Background: an optimization exercise with open tools, aiming at a short achievable clock period. Do not read the settings as production practice. Function was not checked in any run shown here: the RTL went through the layout flow alone. No activity file was given, so power comes from the tool's default toggle rates.

**flow/constraint.sdc**
```tcl
create_clock -name core_clock -period 7.6 [get_ports {clk}]
set_input_delay 1.5200 -clock core_clock [delete_from_list [all_inputs] [get_ports {clk}]]
set_output_delay 1.5200 -clock core_clock [all_outputs]
set_load 0.01 [all_outputs]
```
**flow/config.mk**
```make
export PLATFORM = sky130hd
export DESIGN_NAME = pwmcore
export DESIGN_NICKNAME = pwmcore
export VERILOG_FILES = /design/flow/design.v
export SDC_FILE = /design/flow/constraint.sdc
export NUM_CORES = 4
export LEC_CHECK = 0
export ABC_CLOCK_PERIOD_IN_PS = 2500
export CAP_MARGIN = 20
export CORE_MARGIN = 2
export CORE_UTILIZATION = 40
export PLACE_DENSITY = 0.6
export SETUP_SLACK_MARGIN = 4.8
export SLEW_MARGIN = 20
```
**flow/design.v**
```verilog
module pwmcore (
    input  wire        clk,
    input  wire        rst,           
    input  wire        cmd_valid,
    input  wire [31:0] cmd_word,
    output reg         resp_valid,
    output wire [31:0] resp_word,
    input  wire [7:0]  ev_in,
    output reg  [3:0]  pin_h,
    output reg  [3:0]  pin_l,
    output wire        irq_fault,
    output wire [3:0]  irq_match,
    output wire        irq_ovf
);
    localparam N = 4;
    function automatic pfx16(input [15:0] g_in, input [15:0] p_in);
        reg [15:0] g, p;
        integer s, j;
        begin
            g = g_in;
            p = p_in;
            for (s = 1; s < 16; s = s * 2)
                for (j = 0; j < 16; j = j + 2 * s) begin
                    g[j+2*s-1] = g[j+2*s-1] | (p[j+2*s-1] & g[j+s-1]);
                    p[j+2*s-1] = p[j+2*s-1] & p[j+s-1];
                end
            pfx16 = g[15];
        end
    endfunction
    function automatic lt16(input [15:0] a, input [15:0] b);
        lt16 = pfx16(~a & b, ~(a ^ b));
    endfunction
    function automatic sum_ge(input [7:0] lo, input [7:0] hi, input [15:0] p);
        reg [8:0]  nq, s, b;
        reg [9:0]  c;
        integer j;
        begin
            nq = ~p[8:0];
            c[0] = 1'b0;
            for (j = 0; j < 9; j = j + 1) begin
                s[j]   = (j < 8 ? lo[j] ^ hi[j] : 1'b0) ^ nq[j];
                c[j+1] = (j < 8) ? ((lo[j] & hi[j]) | (lo[j] & nq[j]) | (hi[j] & nq[j])) : 1'b0;
            end
            b = {c[8:1], 1'b1};
            sum_ge = ~|p[15:9] & pfx16({7'd0, s & b}, {7'h7F, s | b});
        end
    endfunction
    function automatic [15:0] inc16(input [15:0] a);
        integer j;
        begin
            for (j = 0; j < 16; j = j + 1)
                inc16[j] = a[j] ^ (&(a | ~((16'd1 << j) - 16'd1)));
        end
    endfunction
    function automatic [15:0] dec16(input [15:0] a);
        integer j;
        begin
            for (j = 0; j < 16; j = j + 1)
                dec16[j] = a[j] ^ ~(|(a & ((16'd1 << j) - 16'd1)));
        end
    endfunction
    function automatic [9:0] dec10(input [9:0] a);
        integer j;
        begin
            for (j = 0; j < 10; j = j + 1)
                dec10[j] = a[j] ^ ~(|(a & ((10'd1 << j) - 10'd1)));
        end
    endfunction
    function automatic [7:0] dec8(input [7:0] a);
        integer j;
        begin
            for (j = 0; j < 8; j = j + 1)
                dec8[j] = a[j] ^ ~(|(a & ((8'd1 << j) - 8'd1)));
        end
    endfunction
    reg [15:0] period;
    reg [15:0] period_m1;       
    reg        direction;       
    reg        mode;            
    reg [9:0]  div_m1;          
    reg        enabled;
    reg [15:0] ncnt;            
    reg        nphase;          
    reg        nbnd;            
    reg [9:0]  prem;            
    reg        phit;            
    reg [15:0] max_duty;
    reg [15:0] active  [0:N-1];
    reg [15:0] pending [0:N-1];
    reg [N-1:0] raw;
    reg [7:0]  dt_low  [0:N-1];
    reg [7:0]  dt_high [0:N-1];
    reg [7:0]  dt_cnt  [0:N-1];
    reg        fstate;          
    reg        forced;
    reg        restart;         
    reg        safe;
    reg [7:0]  evmask;
    reg [N-1:0] match;
    reg        ovf;
    reg        faultif;
    reg        cfgerr;
    reg [7:0]  ev_prev;
    reg        pend_car, pend_max, pend_dt;
    reg [31:0] cw;              
    reg [15:0] cw_pm1;          
    reg [N-1:0] cw_raw;         
    reg        resp_hi31, resp_hi29, resp_hi28;
    reg [15:0] resp_lo;
    wire [15:0] period_e    = pend_car ? cw[15:0] : period;
    wire [15:0] period_m1_e = pend_car ? cw_pm1 : period_m1;
    wire        direction_e = pend_car ? cw[27] : direction;
    wire        mode_e      = pend_car ? cw[26] : mode;
    wire [9:0]  div_m1_e    = pend_car ? dec10(cw[25:16]) : div_m1;
    wire [15:0] ncnt_e      = pend_car ? (cw[27] ? 16'd1 : cw_pm1) : ncnt;
    wire        nphase_e    = pend_car ? 1'b0 : nphase;
    wire        nbnd_e      = pend_car ? 1'b0 : nbnd;
    wire [9:0]  prem_e      = pend_car ? dec10(cw[25:16]) : prem;
    wire        phit_e      = pend_car ? (cw[25:16] == 10'd1) : phit;
    wire [N-1:0] raw_e      = pend_car ? cw_raw : raw;
    wire [15:0] max_duty_e  = pend_max ? cw[15:0] : max_duty;
    reg [7:0] dt_low_e [0:N-1];
    reg [7:0] dt_high_e [0:N-1];
    reg [7:0] dt_cnt_e [0:N-1];
    integer i;
    always @(*) begin
        for (i = 0; i < N; i = i + 1) begin
            dt_low_e[i]  = (pend_dt && cw[25:24] == i) ? cw[15:8] : dt_low[i];
            dt_high_e[i] = (pend_dt && cw[25:24] == i) ? cw[7:0]  : dt_high[i];
            dt_cnt_e[i]  = pend_car ? 8'd0 : dt_cnt[i];
        end
    end
    wire [3:0]  op       = cmd_word[31:28];
    wire [1:0]  ix       = cmd_word[25:24];
    wire [15:0] value    = cmd_word[15:0];
    wire [15:0] c_period = cmd_word[15:0];
    wire [9:0]  c_div    = cmd_word[25:16];
    wire        c_dir    = cmd_word[27];
    wire [7:0]  c_low    = cmd_word[15:8];
    wire [7:0]  c_high   = cmd_word[7:0];
    wire z_7_0   = ~|cmd_word[7:0];
    wire z_9_8   = ~|cmd_word[9:8];
    wire z_15_10 = ~|cmd_word[15:10];
    wire z_16    = ~cmd_word[16];
    wire z_23_17 = ~|cmd_word[23:17];
    wire z_25_24 = ~|cmd_word[25:24];
    wire z_27_26 = ~|cmd_word[27:26];
    wire z_15_0  = z_7_0 & z_9_8 & z_15_10;
    wire z_23_16 = z_16 & z_23_17;
    wire z_27_0  = z_15_0 & z_23_16 & z_25_24 & z_27_26;
    wire is_car = cmd_valid & (op == 4'h1);
    wire is_max = cmd_valid & (op == 4'h2);
    wire is_dt  = cmd_valid & (op == 4'h3);
    wire is_flt = cmd_valid & (op == 4'h4);
    wire is_sta = cmd_valid & (op == 4'h5);
    wire is_stp = cmd_valid & (op == 4'h6);
    wire is_wr  = cmd_valid & (op == 4'h7);
    wire is_rd  = cmd_valid & (op == 4'h8);
    wire is_fir = cmd_valid & (op == 4'h9);
    wire is_clr = cmd_valid & (op == 4'hA);
    wire is_st  = cmd_valid & (op == 4'hB);
    wire is_rf  = cmd_valid & (op == 4'hC);
    wire is_ack = cmd_valid & (op == 4'hD);
    wire lg_car = is_car;
    wire lg_max = is_max & z_23_16 & z_25_24 & z_27_26;
    wire lg_dt  = is_dt  & z_23_16 & z_27_26;
    wire lg_flt = is_flt & z_9_8 & z_15_10 & z_23_16 & z_25_24;
    wire lg_sta = is_sta & z_27_0;
    wire lg_stp = is_stp & z_27_0;
    wire lg_wr  = is_wr  & z_23_16 & z_27_26;
    wire lg_rd  = is_rd  & z_23_17 & z_15_0 & z_27_26;
    wire lg_fir = is_fir & z_15_0 & z_23_16 & ~cmd_word[27];
    wire lg_clr = is_clr & z_27_0;
    wire lg_st  = is_st  & z_27_0;
    wire lg_rf  = is_rf  & z_27_0;
    wire lg_ack = is_ack & z_15_10 & z_23_16 & z_25_24 & z_27_26;
    reg car_dt_bad, max_ap_bad;
    always @(*) begin
        car_dt_bad = 1'b0;
        max_ap_bad = 1'b0;
        for (i = 0; i < N; i = i + 1) begin
            if (sum_ge(dt_low_e[i], dt_high_e[i], c_period))
                car_dt_bad = 1'b1;
            if (lt16(value, active[i]) || lt16(value, pending[i]))
                max_ap_bad = 1'b1;
        end
    end
    wire er_car = enabled | ~|c_period | ~|c_div | ~lt16(max_duty_e, c_period) | car_dt_bad;
    wire er_max = enabled | ~lt16(value, period_e) | max_ap_bad;
    wire er_dt  = enabled | sum_ge(c_low, c_high, period_e);
    wire er_flt = enabled;
    wire er_wr  = lt16(max_duty_e, value);
    wire er_sta = cfgerr;
    wire ok_car = lg_car & ~er_car;
    wire ok_max = lg_max & ~er_max;
    wire ok_dt  = lg_dt  & ~er_dt;
    wire ok_flt = lg_flt & ~er_flt;
    wire ok_sta = lg_sta & ~er_sta;
    wire ok_stp = lg_stp;
    wire ok_wr  = lg_wr  & ~er_wr;
    wire ok_fir = lg_fir;
    wire ok_clr = lg_clr;
    wire ok_ack = lg_ack;
    wire cfe = (lg_car & er_car) | (lg_max & er_max) | (lg_dt & er_dt) |
               (lg_flt & er_flt) | (lg_wr & er_wr) | (lg_sta & er_sta);
    wire legal = lg_car | lg_max | lg_dt | lg_flt | lg_sta | lg_stp | lg_wr |
                 lg_rd | lg_fir | lg_clr | lg_st | lg_rf | lg_ack;
    wire en1 = ok_sta | (enabled & ~ok_stp);
    wire fire_hit = ok_fir & evmask[cmd_word[26:24]];
    wire fstate1  = fire_hit | (fstate & ~ok_clr);
    wire fire_latch = fire_hit & ~fstate;
    wire forced1  = forced | fire_latch;
    wire restart1 = ok_flt ? cmd_word[27] : restart;
    wire safe1    = ok_flt ? cmd_word[26] : safe;
    wire [7:0] evmask1 = ok_flt ? cmd_word[7:0] : evmask;
    wire [N-1:0] wr_sel;
    genvar g;
    generate
        for (g = 0; g < N; g = g + 1) begin : g_wr
            assign wr_sel[g] = ok_wr & (ix == g);
        end
    endgenerate
    wire tick   = en1 & phit_e;
    wire tick_b = tick & nbnd_e;
    wire [15:0] ncnt_inc = inc16(ncnt_e);
    wire [15:0] ncnt_dec = dec16(ncnt_e);
    wire        ncnt_z   = (ncnt_e == 16'd0);
    reg [15:0] s_cnt;
    reg        s_phase;
    reg        s_bnd;
    always @(*) begin
        s_cnt   = ncnt_e;
        s_phase = nphase_e;
        s_bnd   = 1'b0;
        if (mode_e == 1'b0) begin
            if (direction_e == 1'b0) begin
                if (ncnt_z) begin
                    s_cnt = period_e; s_bnd = 1'b1;
                end else begin
                    s_cnt = ncnt_dec;
                end
            end else begin
                if (ncnt_e == period_e) begin
                    s_cnt = 16'd0; s_bnd = 1'b1;
                end else begin
                    s_cnt = ncnt_inc;
                end
            end
        end else begin
            if (direction_e == 1'b0) begin
                if (nphase_e == 1'b0 && !ncnt_z) begin
                    s_cnt = ncnt_dec;
                end else begin
                    s_cnt = ncnt_inc;
                    if (ncnt_e == period_m1_e) begin
                        s_phase = 1'b0; s_bnd = 1'b1;
                    end else begin
                        s_phase = 1'b1;
                    end
                end
            end else begin
                if (nphase_e == 1'b0 && lt16(ncnt_e, period_e)) begin
                    s_cnt = ncnt_inc;
                end else begin
                    s_cnt = ncnt_dec;
                    if (ncnt_e == 16'd1) begin
                        s_phase = 1'b0; s_bnd = 1'b1;
                    end else begin
                        s_phase = 1'b1;
                    end
                end
            end
        end
    end
    wire fstate2 = fstate1 & ~(tick_b & restart1);
    wire forced2 = forced1 & ~(tick_b & ~fstate2);
    wire ev_any   = |(ev_in & ~ev_prev & evmask1);
    wire ev_latch = ev_any & ~fstate2;
    wire fstate_n  = fstate2 | ev_any;
    wire forced_n  = forced2 | ev_latch;
    wire faultif_n = ev_latch | fire_latch | (faultif & ~(ok_ack & cmd_word[9]));
    wire        lt_v = lt16(ncnt_e, value);
    wire        eq_v = ncnt_e == value;
    reg [15:0]  pending_n [0:N-1];
    reg [15:0]  active_n  [0:N-1];
    reg [N-1:0] raw_n;
    reg [7:0]   dt_n      [0:N-1];
    reg [N-1:0] match_n;
    reg [N-1:0] h_n, l_n;
    reg [N-1:0] car_raw;
    reg [7:0] dec, a1, a0;
    reg       dz, z1, z0, r2, hit;
    always @(*) begin
        for (i = 0; i < N; i = i + 1) begin
            pending_n[i] = wr_sel[i] ? value : pending[i];
            active_n[i]  = tick_b ? pending_n[i] : active[i];
            r2  = tick_b ? (wr_sel[i] ? lt_v : lt16(ncnt_e, pending[i]))
                         : lt16(ncnt_e, active[i]);
            hit = ~nphase_e & (tick_b ? (wr_sel[i] ? eq_v : (ncnt_e == pending[i]))
                                      : (ncnt_e == active[i]));
            dz  = (dt_cnt_e[i] == 8'd0);
            dec = dz ? 8'd0 : dec8(dt_cnt_e[i]);
            a1  = raw_e[i] ? dec : dt_high_e[i];
            a0  = raw_e[i] ? dt_low_e[i] : dec;
            z1  = raw_e[i] ? (dt_cnt_e[i][7:1] == 7'd0) : (dt_high_e[i] == 8'd0);
            z0  = raw_e[i] ? (dt_low_e[i] == 8'd0) : (dt_cnt_e[i][7:1] == 7'd0);
            dt_n[i] = tick ? (r2 ? a1 : a0) : dt_cnt_e[i];
            raw_n[i] = tick ? r2 : raw_e[i];
            match_n[i] = (match[i] & ~(ok_ack & cmd_word[i])) | (tick & hit);
            h_n[i] = en1 & (tick ? ( r2 & z1) : ( raw_e[i] & dz));
            l_n[i] = en1 & (tick ? (~r2 & z0) : (~raw_e[i] & dz));
            car_raw[i] = ~c_dir & lt16(c_period, active[i]) | c_dir & (|active[i]);
        end
    end
    wire ovf_n = tick_b | (ovf & ~(ok_ack & cmd_word[8]));
    wire [15:0] flags_word = {2'b00, fstate, enabled, forced, cfgerr, faultif, ovf,
                              4'b0000, match};
    wire [15:0] rd_duty = cmd_word[16] ? pending[ix] : active[ix];
    wire [15:0] rd_data = ({16{lg_rd}} & rd_duty) |
                          ({16{lg_st}} & {15'd0, fstate}) |
                          ({16{lg_rf}} & flags_word);
    always @(posedge clk) begin
        resp_hi31 <= ~legal | cfe;
        resp_hi29 <= ~legal;
        resp_hi28 <= legal & cfe;
        resp_lo   <= rd_data;
        cw     <= cmd_word;
        cw_pm1 <= dec16(c_period);
        cw_raw <= car_raw;
        if (rst) begin
            period    <= 16'hFFFF;
            period_m1 <= 16'hFFFE;
            direction <= 1'b0;
            mode      <= 1'b0;
            div_m1    <= 10'd0;
            enabled   <= 1'b0;
            ncnt      <= 16'hFFFE;
            nphase    <= 1'b0;
            nbnd      <= 1'b0;
            prem      <= 10'd0;
            phit      <= 1'b1;
            max_duty  <= 16'd0;
            for (i = 0; i < N; i = i + 1) begin
                active[i]  <= 16'd0;
                pending[i] <= 16'd0;
                dt_low[i]  <= 8'd0;
                dt_high[i] <= 8'd0;
                dt_cnt[i]  <= 8'd0;
            end
            raw        <= {N{1'b0}};
            fstate     <= 1'b0;
            forced     <= 1'b0;
            restart    <= 1'b0;
            safe       <= 1'b0;
            evmask     <= 8'h00;
            match      <= {N{1'b0}};
            ovf        <= 1'b0;
            faultif    <= 1'b0;
            cfgerr     <= 1'b0;
            ev_prev    <= 8'h00;
            resp_valid <= 1'b0;
            pin_h      <= {N{1'b0}};
            pin_l      <= {N{1'b0}};
            pend_car   <= 1'b0;
            pend_max   <= 1'b0;
            pend_dt    <= 1'b0;
        end else begin
            ev_prev    <= ev_in;
            resp_valid <= cmd_valid;
            if (cfe)
                cfgerr <= 1'b1;
            pend_car <= ok_car;
            pend_max <= ok_max;
            pend_dt  <= ok_dt;
            period    <= period_e;
            period_m1 <= period_m1_e;
            direction <= direction_e;
            mode      <= mode_e;
            div_m1    <= div_m1_e;
            max_duty  <= max_duty_e;
            for (i = 0; i < N; i = i + 1) begin
                dt_low[i]  <= dt_low_e[i];
                dt_high[i] <= dt_high_e[i];
            end
            restart <= restart1;
            safe    <= safe1;
            evmask  <= evmask1;
            enabled <= en1;
            if (tick) begin
                prem <= div_m1_e;
                phit <= (div_m1_e == 10'd0);
            end else if (en1) begin
                prem <= dec10(prem_e);
                phit <= (prem_e == 10'd1);
            end else begin
                prem <= prem_e;
                phit <= phit_e;
            end
            if (tick) begin
                ncnt   <= s_cnt;
                nphase <= s_phase;
                nbnd   <= s_bnd;
            end else begin
                ncnt   <= ncnt_e;
                nphase <= nphase_e;
                nbnd   <= nbnd_e;
            end
            for (i = 0; i < N; i = i + 1) begin
                pending[i] <= pending_n[i];
                active[i]  <= active_n[i];
                dt_cnt[i]  <= dt_n[i];
            end
            raw   <= raw_n;
            match <= match_n;
            ovf   <= ovf_n;
            fstate  <= fstate_n;
            forced  <= forced_n;
            faultif <= faultif_n;
            for (i = 0; i < N; i = i + 1) begin
                pin_h[i] <= forced_n ? safe1 : h_n[i];
                pin_l[i] <= forced_n ? safe1 : l_n[i];
            end
        end
    end
    assign resp_word = {resp_hi31, 1'b0, resp_hi29, resp_hi28, 12'd0, resp_lo};
    assign irq_fault = faultif;
    assign irq_match = match;
    assign irq_ovf   = ovf;
endmodule
```
**flow/run.sh**
```bash
#!/bin/bash
# synth_recipe.tcl (not shown) runs the flow's synth.tcl, then flattens the netlist and writes it again
# the make line also repeats each setting of config.mk as NAME=value (left out here)
make -C /OpenROAD-flow-scripts/flow DESIGN_CONFIG=/design/flow/config.mk WORK_HOME=/design/flow/orfs CLKGATE_MAP_FILE= SYNTH_SCRIPT=/design/flow/synth_recipe.tcl finish
```
==> impl_metrics.env, run 1 <==
export IMPL_outcome="timing/DRC/antenna clean"
export IMPL_hold_violations=0
export IMPL_cts_sink_count=424
export IMPL_synthFlopType="dfxtp_1"
export IMPL_ys_seq_area_frac=0.3011
export IMPL_coreArea_um2=69910
export IMPL_drive_above_1_share=0.3113
export IMPL_port_buffer_count=76
export IMPL_cts_tree="done"
export IMPL_die_area_um2=72620
export IMPL_slew_violations=0
export IMPL_grt_util_all_layers=0.3270
export IMPL_slew_headroom=0.3058
export IMPL_grt_pass1_wl_mm=180.1
export IMPL_die_h_um=269.5
export IMPL_p_per_area_nw_per_um2=133.3
export IMPL_clockBufferDepth=3
export IMPL_dr_pass1_iters=7
export IMPL_regArea_um2=8528
export IMPL_start_util=0.4033
export IMPL_synthTopCellsByCount="432 x nor2_1, 424 x dfxtp_1, 345 x ha_1, 222 x a21oi_1, 199 x nand2_1"
export IMPL_fp_row_count=97
export IMPL_cp_start_kind="primary input"
export IMPL_arrival_ns=4.40
export IMPL_path_delay_family="simple AND/OR/NAND/NOR gates"
export IMPL_worstSetupPathType="in2reg"
export IMPL_period_share=0.5099
export IMPL_hp_start="match[2]$_SDFF_PP0_"
export IMPL_boundaryPins=90
export IMPL_clk_pin_slew_ns=0.06
export IMPL_maxCapViolations=0
export IMPL_vias=29300
export IMPL_instances_no_fill=4616
export IMPL_irDropWorstVdd_mv=0.1453
export IMPL_grt_pass1_vias=27610
export IMPL_grt_max_degree=89
export IMPL_antenna_found_initial=6
export IMPL_rsz0062_at_grt="yes"
export IMPL_hpwl_mm=78.32
export IMPL_crit_path_max_incr_delay_ns=0.55
export IMPL_avgSynthCellArea_um2=8.756
export IMPL_multiInputGateArea_um2=22390
export IMPL_clkLatencyLatePin_ns=0.62
export IMPL_htreeDepth=2
export IMPL_tightest_slew_ns=1.012
export IMPL_r2r_start="pend_car$_SDFF_PP0_"
export IMPL_highest_layer="met5"
export IMPL_drc=0
export IMPL_final_nets=4064
export IMPL_yosysMostFrequentCell="nor2_1"
export IMPL_wirelength_mm=127.1
export IMPL_synthTopCellsByArea="dfxtp_1 30%, ha_1 15%, mux2i_1 5.8%, nor2_1 5.8%, a21oi_1 3.9%"
export IMPL_gp_congestion=0.9956
export IMPL_synth_top_area_share=0.3011
export IMPL_root_buffer="clkbuf_16"
export IMPL_routed_via_density=6.348
export IMPL_dp_cells=4146
export IMPL_ys_async_sr_fraction=0
export IMPL_fin_setup_tns_ns=0
export IMPL_crit_fanout=39
export IMPL_cp_cell_sequence="buf_2 -> buf_6 -> inv_1 -> mux2i_1 -> or4_4 -> and2_4 -> a21o_1 -> o31a_1 -> or4_4 -> o31ai_1"
export IMPL_fin_crit_ns=3.875
export IMPL_cp_required_ns=8.13
export IMPL_cp_end_kind="flop"
export IMPL_pre_cts_ws_ns=1.480
export IMPL_maxClockFrequency_mhz=258.0
export IMPL_netlist_area_um2=28190
export IMPL_numCtsBuffers=49
export IMPL_ant_nets=0
export IMPL_finalSetupViolCount=0
export IMPL_finClkSkew_ns=0.02748
export IMPL_yosysTopAreaCell="dfxtp_1"
export IMPL_syn_inst=3220
export IMPL_synth_edff_count=0
export IMPL_wl_per_cell_um=27.54
export IMPL_die_x_um=269.5
export IMPL_yosys_warnings=12
export IMPL_r2r_setup_slack_ns=3.75
export IMPL_setup_ws_ns=3.725
export IMPL_p_leak_uw=0.01658
export IMPL_synth_cell_types=88
export IMPL_ys_ff_latch=424
export IMPL_cpMaxStageDelayCell="or4_4"
export IMPL_wl_met2_mm=53.81
export IMPL_drt_met1_wl_mm=48.26
export IMPL_overflow=0
export IMPL_fillCellCount=5944
export IMPL_hold_class="reg2reg"
export IMPL_met3_wirelength_mm=13.67
export IMPL_area_delta_synth_final_pct=42.04
export IMPL_crit_buf_inv=3
export IMPL_cp_common_cell="or4_4"
export IMPL_drtIter0Drc=3200
export IMPL_hold_buffers=0
export IMPL_crit_path_start="cmd_word[25]"
[power breakdown]
part | total, uW | internal, uW | switching (uW)
Sequential | 2280 | 2240 | 40.5
Clock | 2490 | 1460 | 1040
Combinational | 564 | 219 | 344
[path summary, 6_finish.rpt]
check / cells after the start / end
setup / recovery: 10 / pin_l[2]$_SDFF_PP0_
hold / removal: 2 / match[2]$_SDFF_PP0_
setup reg to reg: 16 / dt_cnt[2][0]$_SDFF_PP0_
hold reg to reg: 2 / match[2]$_SDFF_PP0_
[per-stage QoR]
stage	area [um^2]	total power, uW	utilization	hold WS [ns]
2_1_floorplan	28990	2548	-	0.4257
3_3_place_gp	30470	2725	0.4358	0.4554
3_5_place_dp	30470	2726	0.4358	0.4661
4_1_cts	38080	5312	0.5447	0.4781
5_1_grt	40050	5477	0.5729	0.5039
6_report	40050	5339	0.5729	0.4856
[per-layer routing]
| metal | GRT usage | vias up |
|---|---|---|
| li1 | - | 12850 |
| met1 | 0.4156 | 14110 |
| met2 | 0.4885 | 1799 |
| met3 | 0.06982 | 537 |
| met4 | 0.2409 | 6 |
| met5 | 0 | - |
[area by class of cell]
type | count | share of cell area
Antenna cell | 1 | 0.00006249
Clock buffer | 69 | 0.03599
Clock inverter | 19 | 0.005842
Inverter | 106 | 0.01365
Multi-Input combinational cell | 2540 | 0.5591
Sequential cell | 424 | 0.2130
Tap cell | 940 | 0.02937
Timing Repair Buffer | 516 | 0.1429
Timing Repair inverter | 1 | 0.0001875
[worst min-delay path, cell delays in order (launching register included)]
cell and delay, ns:
dfxtp_2 0.34, nand2_1 0.05, a21oi_1 0.05
[flip-flops by register name, summed over array words and instances (netlist names), 8 cells and up]
register	flops
period_m1	16
div_m1	10
pending	64
prem	10
cw_pm1	16
max_duty	16
cw	28
ncnt	16
dt_high	32
period	16
resp_lo	16
evmask	8
active	64
ev_prev	8
dt_cnt	32
dt_low	32
[timing repair]
action | 4_1_cts | 5_1_grt
setup endpoints to repair | 295 | 243
buffers inserted | 281 | 58
gates resized for setup | 885 | 262
cloned | 31 | 11
pin swaps | 176 | 88
[cells by family after synthesis]
group / count (synthesis) / synth area share
DFF: 424 / 0.3011
adders and majority gates: 389 / 0.1822
xor gates and xnor gates: 44 / 0.01367
buffers and inverters: 272 / 0.03905
muxes: 217 / 0.09306
and+or+nand+nor: 1104 / 0.1899
AOI/OAI and AO/OA: 769 / 0.1809
other: 1 / 0.0001330
[cell usage in the layout, fill, tap and decap left out, types with 20 or more instances in the layout]
cell type / n
a211oi_1: 49
a211oi_2: 46
a21o_1: 50
a21oi_1: 129
a21oi_2: 23
a21oi_4: 72
buf_12: 38
buf_16: 20
buf_4: 250
buf_6: 107
buf_8: 28
clkbuf_16: 58
dfxtp_1: 406
fa_1: 35
ha_1: 323
ha_4: 20
inv_1: 83
mux2i_1: 124
mux2i_4: 21
mux4_2: 34
nand2_1: 193
nand2b_1: 27
nand3_1: 61
nand4_1: 79
nor2_1: 357
nor2_4: 56
nor2b_1: 32
nor3_1: 62
nor4_1: 30
o211ai_1: 39
o21ai_0: 82
o21ai_1: 20
xnor2_1: 35
==> run 2: changes to the inputs <==
==> flow/config.mk (replaced) <==
export PLATFORM = sky130hd
export DESIGN_NAME = pwmcore
export DESIGN_NICKNAME = pwmcore
export VERILOG_FILES = /design/flow/design.v
export SDC_FILE = /design/flow/constraint.sdc
export NUM_CORES = 4
export LEC_CHECK = 0
export ABC_CLOCK_PERIOD_IN_PS = 1000
export CAP_MARGIN = 20
export CORE_MARGIN = 2
export CORE_UTILIZATION = 40
export PLACE_DENSITY = 0.6
export SETUP_SLACK_MARGIN = 5
export SLEW_MARGIN = 20
==> run 2 against run 1 <==
  * Critical endpoint is now resp_hi31$_DFF_P_
  * Register-to-register slack lost 0.07 ns
  * Worst setup slack lost 0.058 ns
  * Global-route usage grew 0.29 points
  * Combinational power is essentially flat
  * Hold slack gained 0.0035 ns
  * Largest cell class unchanged
  * Clock-buffer cell count shrank 7
  * Via count grew 1.3%
  * Critical path depth grew 2
  * Design area grew 2.5%
  * First-iteration DRC count grew 8.6%
==> impl_metrics.env, run 2 <==
export IMPL_outcome="timing/DRC/antenna clean"
export IMPL_fillCellCount=5757
export IMPL_root_buffer="clkbuf_16"
export IMPL_overflow=0
export IMPL_synth_top_area_share=0.3011
export IMPL_ys_seq_area_frac=0.3011
export IMPL_p_leak_uw=0.01685
export IMPL_numCtsBuffers=49
export IMPL_most_common_layout_cells="401 x dfxtp_1, 334 x nor2_1, 317 x ha_1"
export IMPL_layout_commonest_cell="dfxtp_1"
export IMPL_period_share=0.5175
export IMPL_wirelength_mm=128.4
export IMPL_routed_via_density=6.405
export IMPL_grt_pass1_wl_mm=182.2
export IMPL_cpMaxStageDelayCell="fa_1"
export IMPL_drive_above_1_share=0.3401
export IMPL_clockBufferDepth=3
export IMPL_synthTopCellsByArea="dfxtp_1 30%, ha_1 15%, mux2i_1 5.8%, nor2_1 5.8%, a21oi_1 3.9%"
export IMPL_die_area_um2=72620
export IMPL_synth_cell_types=88
export IMPL_synth_edff_count=0
export IMPL_syn_inst=3220
export IMPL_worstSetupPathType="in2reg"
export IMPL_cp_start_kind="primary input"
export IMPL_top_regs="active x64, pending x64"
export IMPL_coreArea_um2=69910
export IMPL_ant_nets=0
export IMPL_yosysMostFrequentCell="nor2_1"
export IMPL_area_delta_synth_final_pct=45.60
export IMPL_cts_sink_count=424
export IMPL_finalSetupViolCount=0
export IMPL_die_x_um=269.5
export IMPL_drtIter0Drc=3474
export IMPL_cts_tree="done"
export IMPL_hpwl_mm=78.07
export IMPL_maxClockFrequency_mhz=254.2
export IMPL_crit_fanout=6
export IMPL_cp_end_kind="flop"
export IMPL_fin_setup_tns_ns=0
export IMPL_antenna_found_initial=4
export IMPL_dr_pass1_iters=10
export IMPL_irDropWorstVdd_mv=0.1457
export IMPL_boundaryPins=90
export IMPL_regArea_um2=8554
export IMPL_die_h_um=269.5
export IMPL_synthTopCellsByCount="432 x nor2_1, 424 x dfxtp_1, 345 x ha_1, 222 x a21oi_1, 199 x nand2_1"
export IMPL_grt_pass1_vias=27680
export IMPL_crit_buf_inv=3
export IMPL_hold_class="reg2reg"
export IMPL_rsz0062_at_grt="yes"
export IMPL_start_util=0.4033
export IMPL_grt_util_all_layers=0.3300
export IMPL_hold_buffers=0
export IMPL_hold_violations=0
export IMPL_ys_ff_latch=424
export IMPL_finClkSkew_ns=0.03504
export IMPL_netlist_area_um2=28190
export IMPL_fin_crit_ns=3.933
export IMPL_port_buffer_count=76
export IMPL_arrival_ns=4.44
export IMPL_yosysTopAreaCell="dfxtp_1"
export IMPL_tightest_slew_ns=1.129
export IMPL_wl_per_cell_um=27.70
export IMPL_maxCapViolations=0
export IMPL_slew_headroom=0.2322
export IMPL_p_per_area_nw_per_um2=133.1
export IMPL_path_delay_family="simple AND/OR/NAND/NOR gates"
export IMPL_final_nets=4083
export IMPL_p_total_uw=5466
export IMPL_yosys_warnings=12
export IMPL_fp_row_count=97
export IMPL_whs_ns=0.4891
export IMPL_diodes=0
export IMPL_ys_async_sr_fraction=0
export IMPL_drc=0
export IMPL_clk_pin_slew_ns=0.06
export IMPL_htreeDepth=2
export IMPL_grt_max_degree=88
export IMPL_multiInputGateArea_um2=22880
export IMPL_clkLatencyLatePin_ns=0.64
export IMPL_crit_path_max_incr_delay_ns=0.53
export IMPL_cp_required_ns=8.10
export IMPL_cp_cell_sequence="buf_6 -> buf_12 -> buf_4 -> fa_1 -> a222oi_1 -> a22oi_2 -> nor2_2 -> nor4_4 -> nand4_1 -> nor4b_4 -> a211o_1 -> nand4b_1"
export IMPL_avgSynthCellArea_um2=8.756
export IMPL_synthFlopType="dfxtp_1"
export IMPL_slew_violations=0
export IMPL_vias=29700
export IMPL_gp_congestion=0.9875
run 2: stage by stage:
stage / cell area [um^2] / cells / util / worst slack, ns
5_1_grt: 41050 / 4636 / 0.5872 / 3.560
4_1_cts: 38750 / 4539 / 0.5543 / 3.883
3_5_place_dp: 30500 / 4147 / 0.4363 / 1.502
3_3_place_gp: 30500 / 4147 / 0.4362 / 1.611
6_report: 41050 / 4636 / 0.5872 / 3.667
2_1_floorplan: 28990 / 3232 / - / 3.282
run 2: cells by family (layout without fill, tap and decap cells):
logic type,count (synthesis),after routing,synth area share
buf+inv,272,731,0.03905
xor+xnor,44,44,0.01367
fa+ha+maj,389,389,0.1822
simple gates,1104,1106,0.1899
compound gates,769,772,0.1809
mux,217,217,0.09306
flops,424,424,0.3011
other cells,1,13,0.0001330
run 2: repair_timing:
action,in CTS,in global routing
setup endpoints to repair,311,280
setup buffers,263,88
resized for setup,1060,302
pin swaps,205,168
cloned,39,9
run 2: metal layers:
metal	up-vias	part of all wire	GRT usage
li1	12910	-	-
met1	14330	0.39	0.4277
met2	1884	0.42	0.5043
met3	568	0.11	0.07133
met4	6	0.079	0.1950
met5	-	0.00034	0
run 2: tightest hold or removal path: stages (launching register included):
cell     delay, ns
dfxtp_1       0.30
mux2i_1       0.09
nand2_1       0.07
run 2: final cells by class:
class                           instances  share of cell area
Clock buffer                           62             0.03325
Clock inverter                         28            0.009509
Inverter                              106             0.01317
Multi-Input combinational cell       2541              0.5574
Sequential cell                       424              0.2084
Tap cell                              940             0.02865
Timing Repair Buffer                  535              0.1496
run 2: power by group:
part / internal, uW / total (uW) / leakage (uW) / switching (uW)
logic: 221 / 565 / 0.0125 / 345
registers: 2240 / 2280 / 0.00345 / 39.4
clock network: 1550 / 2620 / 0.000867 / 1070
run 2: final timing paths:
path | slack (ns) | cells past startpoint | startpoint | end
setup / recovery | 3.67 | 12 | cmd_word[5] | resp_hi31$_DFF_P_
hold / removal | 0.49 | 2 | period_m1[4]$_SDFF_PP1_ | period_m1[4]$_SDFF_PP1_
setup reg to reg | 3.68 | 11 | cw[24]$_DFF_P_ | resp_hi31$_DFF_P_
hold reg to reg | 0.49 | 2 | period_m1[4]$_SDFF_PP1_ | period_m1[4]$_SDFF_PP1_

==> what the ideal ports hide <==
Ports are ideal in the flow. The routed layouts listed here were re-timed in OpenROAD. Step 1 sets driving cells, clkbuf_16 on the clock port and buf_2 on the other inputs (assumed; they add their load-dependent delay and slew). Step 2, shift: input delay + t, output delay - t, t = (earliest + latest rising clock arrival at the registers) / 2. This alone moves slack from input paths to output paths. a / b / c = ideal ports / drivers / drivers and shift; a / b = the first two.
| run | shift t [ns] | slack for setup (ns) | hold slack, ns | worst setup path at the end | cell pins on the clock port's net |
|---|---|---|---|---|---|
| run 1 | 0.676 | 3.725 / 3.747 / 3.083 | 0.486 / 0.486 / 0.486 | input to register | 1 |
| run 2 | 0.684 | 3.667 / 3.684 / 3.012 | 0.489 / 0.489 / 0.489 | input to register | 1 |
After both steps setup and hold are still met in every run listed. The setup slack of run 2, which loses most, moves by +0.017 ns with the drivers and by -0.655 ns with both steps.
